From an optimization exercise on the open Yosys and OpenROAD flow, aimed at small area, a short achievable clock period and few clock cycles per item; shortcuts taken in it are not production practice.
In this exercise RTL edits were held to simulation tests only and were not proved equivalent to the original.

### design/flow/run.sh
#!/bin/bash
# synth_recipe.tcl (not shown) runs the flow's synth.tcl, then flattens the netlist and writes it again
# the make line also repeats each setting of config.mk as NAME=value (left out here)
make -C /OpenROAD-flow-scripts/flow DESIGN_CONFIG=/design/flow/config.mk WORK_HOME=/design/flow/orfs CLKGATE_MAP_FILE= SYNTH_SCRIPT=/design/flow/synth_recipe.tcl finish
### design/flow/design.v
module qad_peak_note (
    input  wire        clk,
    input  wire        rst,           
    input  wire        in_valid,
    output wire        in_ready,
    input  wire [44:0] in_re,         
    input  wire [44:0] in_im,         
    input  wire [3:0]  log2n,         
    input  wire [19:0] sr,            
    output wire        out_valid,
    input  wire        out_ready,
    output reg  [3:0]  code,          
    output reg  [10:0] peak_bin,
    output reg  [43:0] peak_mag,
    output reg  [30:0] freq,          
    output reg  [8:0]  note_key,      
    output reg  [3:0]  note_pc,
    output reg  [5:0]  note_oct,      
    output reg  [15:0] note_name,     
    output reg  [31:0] note_freq,     
    output reg  [31:0] note_dev       
);
    localparam [2:0] S_IN   = 3'd0,
                     S_SQRT = 3'd1,
                     S_KEY  = 3'd2,
                     S_MAP  = 3'd3,
                     S_OUT  = 3'd4;
    reg [2:0]  state;
    reg [10:0] cnt;         
    reg [3:0]  l2n_q;
    reg [19:0] sr_q;
    reg [87:0] best_p;      
    reg [10:0] best_k;
    wire signed [44:0] re_s = in_re;
    wire signed [44:0] im_s = in_im;
    wire signed [89:0] re2 = re_s * re_s;
    wire signed [89:0] im2 = im_s * im_s;
    wire [87:0] p_k = re2[87:0] + im2[87:0];
    wire [3:0]  cur_l2n  = (cnt == 11'd0) ? log2n : l2n_q;
    wire [11:0] half     = 12'd1 << (cur_l2n - 4'd1);
    wire        last_bin = ({1'b0, cnt} == half - 12'd1);
    assign in_ready = (state == S_IN);
    wire   in_fire  = in_valid && in_ready;
    reg [87:0] sq_x;        
    reg [45:0] sq_rem;
    reg [43:0] sq_root;
    reg [5:0]  sq_cnt;
    wire [47:0] sq_rem_sh = {sq_rem, sq_x[87:86]};
    wire [47:0] sq_trial  = {2'b00, sq_root, 2'b01};
    wire        sq_ge     = sq_rem_sh >= sq_trial;
    wire [30:0] k_sr   = best_k * sr_q;
    wire [30:0] v_calc = k_sr << (4'd12 - l2n_q);
    reg  [30:0] v;          
    reg [4:0] p;
    integer i;
    always @(*) begin
        p = 5'd0;
        for (i = 0; i < 31; i = i + 1)
            if (v[i]) p = i[4:0];
    end
    wire [30:0] v_norm = v << (5'd30 - p);
    wire [32:0] mant   = {v_norm, 2'b00};
    wire [32:0] TH0  = 33'd4517966353;
    wire [32:0] TH1  = 33'd4786618612;
    wire [32:0] TH2  = 33'd5071245766;
    wire [32:0] TH3  = 33'd5372797732;
    wire [32:0] TH4  = 33'd5692280910;
    wire [32:0] TH5  = 33'd6030761547;
    wire [32:0] TH6  = 33'd6389369290;
    wire [32:0] TH7  = 33'd6769300959;
    wire [32:0] TH8  = 33'd7171824541;
    wire [32:0] TH9  = 33'd7598283420;
    wire [32:0] TH10 = 33'd8050100864;
    wire [32:0] TH11 = 33'd8528784771;
    wire [3:0] r = (mant >= TH0)  + (mant >= TH1)  + (mant >= TH2)  +
                   (mant >= TH3)  + (mant >= TH4)  + (mant >= TH5)  +
                   (mant >= TH6)  + (mant >= TH7)  + (mant >= TH8)  +
                   (mant >= TH9)  + (mant >= TH10) + (mant >= TH11);
    wire [4:0] q_calc  = (r == 4'd12) ? p + 5'd1 : p;
    wire [3:0] rr_calc = (r == 4'd12) ? 4'd0 : r;
    reg  [4:0] q;           
    reg  [3:0] rr;
    wire signed [9:0] key = $signed({1'b0, q, 3'b000}) + $signed({2'b00, q, 2'b00})
                            + $signed({6'b0, rr}) - 10'sd200;
    wire [4:0] rr4 = {1'b0, rr} + 5'd4;
    wire       wrap = (rr4 >= 5'd12);
    wire [3:0] pc  = wrap ? rr4 - 5'd12 : rr4[3:0];
    wire signed [5:0] oct = $signed({1'b0, q}) - 6'sd17 + $signed({5'b0, wrap});
    reg [30:0] cf;
    always @(*) begin
        case (rr)
            4'd0:  cf = 31'd1097337155;
            4'd1:  cf = 31'd1162588218;
            4'd2:  cf = 31'd1231719311;
            4'd3:  cf = 31'd1304961152;
            4'd4:  cf = 31'd1382558180;
            4'd5:  cf = 31'd1464769368;
            4'd6:  cf = 31'd1551869087;
            4'd7:  cf = 31'd1644148025;
            4'd8:  cf = 31'd1741914154;
            4'd9:  cf = 31'd1845493760;
            4'd10: cf = 31'd1955232530;
            default: cf = 31'd2071496706;
        endcase
    end
    reg [15:0] name;
    always @(*) begin
        case (pc)
            4'd0:  name = 16'h0043;
            4'd1:  name = 16'h2343;
            4'd2:  name = 16'h0044;
            4'd3:  name = 16'h2344;
            4'd4:  name = 16'h0045;
            4'd5:  name = 16'h0046;
            4'd6:  name = 16'h2346;
            4'd7:  name = 16'h0047;
            4'd8:  name = 16'h2347;
            4'd9:  name = 16'h0041;
            4'd10: name = 16'h2341;
            default: name = 16'h0042;
        endcase
    end
    wire [4:0]  nf_sh    = 5'd30 - q;
    wire [31:0] nf_round = ({1'b0, cf} + (32'd1 << (nf_sh - 5'd1))) >> nf_sh;
    wire [31:0] nf       = (q >= 5'd30) ? ({1'b0, cf} << (q - 5'd30)) : nf_round;
    wire [31:0] dev      = {1'b0, v} - nf;
    assign out_valid = (state == S_OUT);
    always @(posedge clk) begin
        if (rst) begin
            state <= S_IN;
            cnt   <= 11'd0;
        end else begin
            case (state)
                S_IN: if (in_fire) begin
                    if (cnt == 11'd0) begin
                        l2n_q  <= log2n;
                        sr_q   <= sr;
                        best_p <= p_k;
                        best_k <= 11'd0;
                    end else if (p_k > best_p) begin
                        best_p <= p_k;
                        best_k <= cnt;
                    end
                    if (last_bin) begin
                        cnt   <= 11'd0;
                        state <= S_SQRT;
                        sq_cnt  <= 6'd0;
                        sq_rem  <= 46'd0;
                        sq_root <= 44'd0;
                    end else begin
                        cnt <= cnt + 11'd1;
                    end
                end
                S_SQRT: begin
                    if (sq_cnt == 6'd0)
                        sq_x <= best_p;
                    else begin
                        sq_x <= {sq_x[85:0], 2'b00};
                        if (sq_ge) begin
                            sq_rem  <= sq_rem_sh[45:0] - sq_trial[45:0];
                            sq_root <= {sq_root[42:0], 1'b1};
                        end else begin
                            sq_rem  <= sq_rem_sh[45:0];
                            sq_root <= {sq_root[42:0], 1'b0};
                        end
                    end
                    if (sq_cnt == 6'd44)
                        state <= S_KEY;
                    sq_cnt <= sq_cnt + 6'd1;
                    v <= v_calc;
                end
                S_KEY: begin
                    q     <= q_calc;
                    rr    <= rr_calc;
                    state <= S_MAP;
                end
                S_MAP: begin
                    peak_bin <= best_k;
                    peak_mag <= sq_root;
                    if (best_k == 11'd0) begin
                        code      <= 4'd3;
                        freq      <= 31'd0;
                        note_key  <= 9'd0;
                        note_pc   <= 4'd0;
                        note_oct  <= 6'd0;
                        note_name <= 16'd0;
                        note_freq <= 32'd0;
                        note_dev  <= 32'd0;
                    end else begin
                        code      <= 4'd1;
                        freq      <= v;
                        note_key  <= key[8:0];
                        note_pc   <= pc;
                        note_oct  <= oct;
                        note_name <= name;
                        note_freq <= nf;
                        note_dev  <= dev;
                    end
                    state <= S_OUT;
                end
                S_OUT: if (out_ready)
                    state <= S_IN;
                default: state <= S_IN;
            endcase
        end
    end
endmodule
### design/flow/constraint.sdc
create_clock -name core_clock -period 15.0 [get_ports {clk}]
set_input_delay 3.0000 -clock core_clock [delete_from_list [all_inputs] [get_ports {clk}]]
set_output_delay 3.0000 -clock core_clock [all_outputs]
set_load 0.01 [all_outputs]
### design/flow/config.mk
export PLATFORM = sky130hd
export DESIGN_NAME = qad_peak_note
export DESIGN_NICKNAME = qad_peak_note
export VERILOG_FILES = /design/flow/design.v
export SDC_FILE = /design/flow/constraint.sdc
export NUM_CORES = 4
export LEC_CHECK = 0
export CAP_MARGIN = 20
export CORE_MARGIN = 2
export CORE_UTILIZATION = 40
export SLEW_MARGIN = 20
==> flow_summary.yaml <==
logic_synthesis:
  synth_seq_area_share: 0.09880
  ys_warn_count: 1
  async_flop_share: 0
  avgSynthCellArea_um2: 9.835
  synthTopCellsByCount: "inv_1 (4659), fa_1 (4291), nand2_1 (1864)"
  yosysTopAreaCell: "fa_1"
  synth_flop_cell: "edfxtp_1"
  yosys-top-cells-area: "fa_1 (51%), inv_1 (10%), edfxtp_1 (9.4%)"
  synth_top_area_frac: 0.5145
  synth_edf_count: 520
  syn_area_um2: 167000
  netlist-cell-type-count: 109
  synth.most_common_cell: "inv_1"
  synth-seq-cells: 564
  synth_cells: 16980
placement:
  io_buffers: 296
  hpwl_um: 420100
  placed_area_um2: 177300
  gp_congestion: 0.9425
floorplanning:
  fp-row-count: 237
  core_area_um2: 416000
  die_x_um: 650.1
  io_pins: 309
  initial_core_util: 0.4013
  dieArea_um2: 422600
  die_y_um: 650.1
detailed_routing:
  postRouteWirelength_um: 474200
  route.vias.total: 113600
  wl_met3_um: 40380
  drt_iter0_markers: 9147
  drt_pass1_iterations: 7
  drt_drc_violations_left: 0
  dr.max_layer_used: "met5"
  dr_wl_met2_um: 198900
  wl_per_cell_um: 21.00
  final_antenna_net_count: 0
  wl_met1_um: 225800
  vias_per_cell: 5.032
clock_tree:
  root_buffer: "clkbuf_16"
  path_clk_slew_ps: 70
  cts_tree: "yes"
  clock_path_buffers: 3
  post_cts_buffers: 0
  insertion_delay_ps: 750
  cts-htree-levels: 2
  post_cts_resized: 0
  numCtsBuffers: 61
  ctsHoldBuffers: 0
  clock_sinks: 564
final_layout:
  final_layout_size_suffix_gt1_frac: 0.04454
  nets: 22310
  seqCellArea_um2: 16500
  post-route-util: 0.4312
  n_fill_cell: 40000
  fin_area_um2: 179400
  area_growth_pct: 7.449
  multi_input_area_um2: 130300
setup_path:
  required_ps: 15390
  path_common_cell: "fa_1"
  cp.arrival_ps: 14730
  critPathMaxFanout: 20
  cp-start-kind: "input port"
  endpoint_kind: "register"
  crit_type: "input port to register"
  r2r_cells: 37
  slowest_stage: "clkdlybuf4s50_1"
  cpPeakStageDelay_ps: 660
timing:
  tightest_slew_ps: 1146
  rsz0062_at_grt: "false"
  finalClockSkew_ps: 87.99
  maxSlewViolCount: 0
  max_freq_mhz: 69.72
  period_share: 0.9562
  finalWorstPathRequiredPeriod_ps: 14340
  tns_ps: 0
  finalHoldViolCount: 0
  finalSetupViolCount: 0
  whs_ps: 447.6
  slew_headroom: 0.2288
global_route:
  first_global_vias: 122100
  antenna_found_initial: 42
  grt.overflow.total: 0
  grt_use_total: 0.2302
  grt_pass1_wl_um: 749000
  grt_max_degree: 89
status:
  status: "finished clean"
hold_path:
  hold_depth: 0
  holdCritPathClass: "register to register"
flow_run:
  cap_violations: 0
registers in the layout, indices dropped and copies added, names as in the netlist, 3 cells and up:
| register | cells |
|---|---|
| rr | 4 |
| cnt | 11 |
| note_oct | 6 |
| sq_rem | 46 |
| freq | 31 |
| note_name | 5 |
| best_p | 88 |
| sq_x | 88 |
| sq_cnt | 6 |
| note_freq | 32 |
| sr_q | 20 |
| l2n_q | 4 |
| state | 3 |
| peak_bin | 11 |
| note_key | 9 |
| peak_mag | 44 |
| cf | 30 |
| best_k | 11 |
| note_dev | 32 |
| v | 31 |
| sq_root | 44 |
| q | 5 |
cells in the final DEF, fill, tap and decap left out, drive strengths merged, types with 114 or more instances in the layout:
cell type / n
ha: 893
a21o: 169
nand2: 1864
nor2b: 114
xnor2: 216
nor2: 612
mux2i: 145
and2: 741
a21oi: 334
clkdlybuf4s50: 214
o21ai: 315
edfxtp: 520
fa: 4291
nor3: 124
inv: 4670
buf: 464
path summary, 6_finish.rpt:
kind	endpoint	slack, ps	startpoint
setup / recovery	best_p[77]	660	in_re[6]
hold / removal	peak_mag[41]	450	sq_root[41]
hold reg to reg	peak_mag[41]	450	sq_root[41]
setup reg to reg	note_dev[30]	3330	q[1]
per-stage QoR:
stage                     cells  setup WS, ps
after floorplan           16990         3.696
after global placement    22440        -3.015
after detailed placement  22440        -94.71
after CTS                 22560         671.8
after global routing      22560         171.7
final                     22580         657.0
cell type report:
cell class | count | area share
inverter | 4685 | 0.09807
sequential | 564 | 0.09195
clock inverter | 40 | 0.002567
clock buffer | 76 | 0.008934
antenna | 17 | 0.0002371
multi-input combinational | 11020 | 0.7262
tap | 5497 | 0.03834
timing repair buffer | 679 | 0.03366
cells by family after synthesis:
family,count (synthesis),synth area share
flops,564,0.09880
xor+xnor,306,0.01614
buf+inv,5405,0.1223
compound gates,1363,0.05390
fa+ha+maj,5185,0.5815
simple gates,3915,0.1090
mux,237,0.01838
other cells,2,0.00004498
critical path: cells and delay by family:
family / cells / cell delay, ps
compound gates: 12 / 3000
fa+ha+maj: 12 / 5200
buf+inv: 13 / 2290
xor+xnor: 1 / 160
simple gates: 6 / 1020
routing by layer:
| metal | track usage | vias up |
|---|---|---|
| li1 | - | 50360 |
| met3 | 0.04403 | 398 |
| met2 | 0.3354 | 4063 |
| met5 | 0 | - |
| met1 | 0.3582 | 58740 |
| met4 | 0.03964 | 32 |
Testbench counts, summed over its fixed seeds: cycles 117,760, bins 108,544.

-- re-timing with driven ports --
No port has a modelled driver above. Below, the same layout with a new extraction and two added sets of constraints.
Step 1, drivers: a clkbuf_16 drives clk and a buf_2 each remaining input, both assumed.
Step 2 also shifts input and output timing later by t, the mid clock arrival at the registers, as if the neighbouring blocks saw the same clock.
Three values: ideal ports, drivers, drivers and shift; two values: the first two.
t (ns): 0.799
setup slack, ns: 0.657 / 0.710 / -0.089
clock arrival spread, ns: 0.088 / 0.089
worst slew at a driven data input, ns: 0.17
pins driven straight from the clock port: 1
Met with ideal ports but missed after step 2: setup timing in this run. The setup slack of this run moves by +0.053 ns with the drivers and by -0.746 ns with both steps.
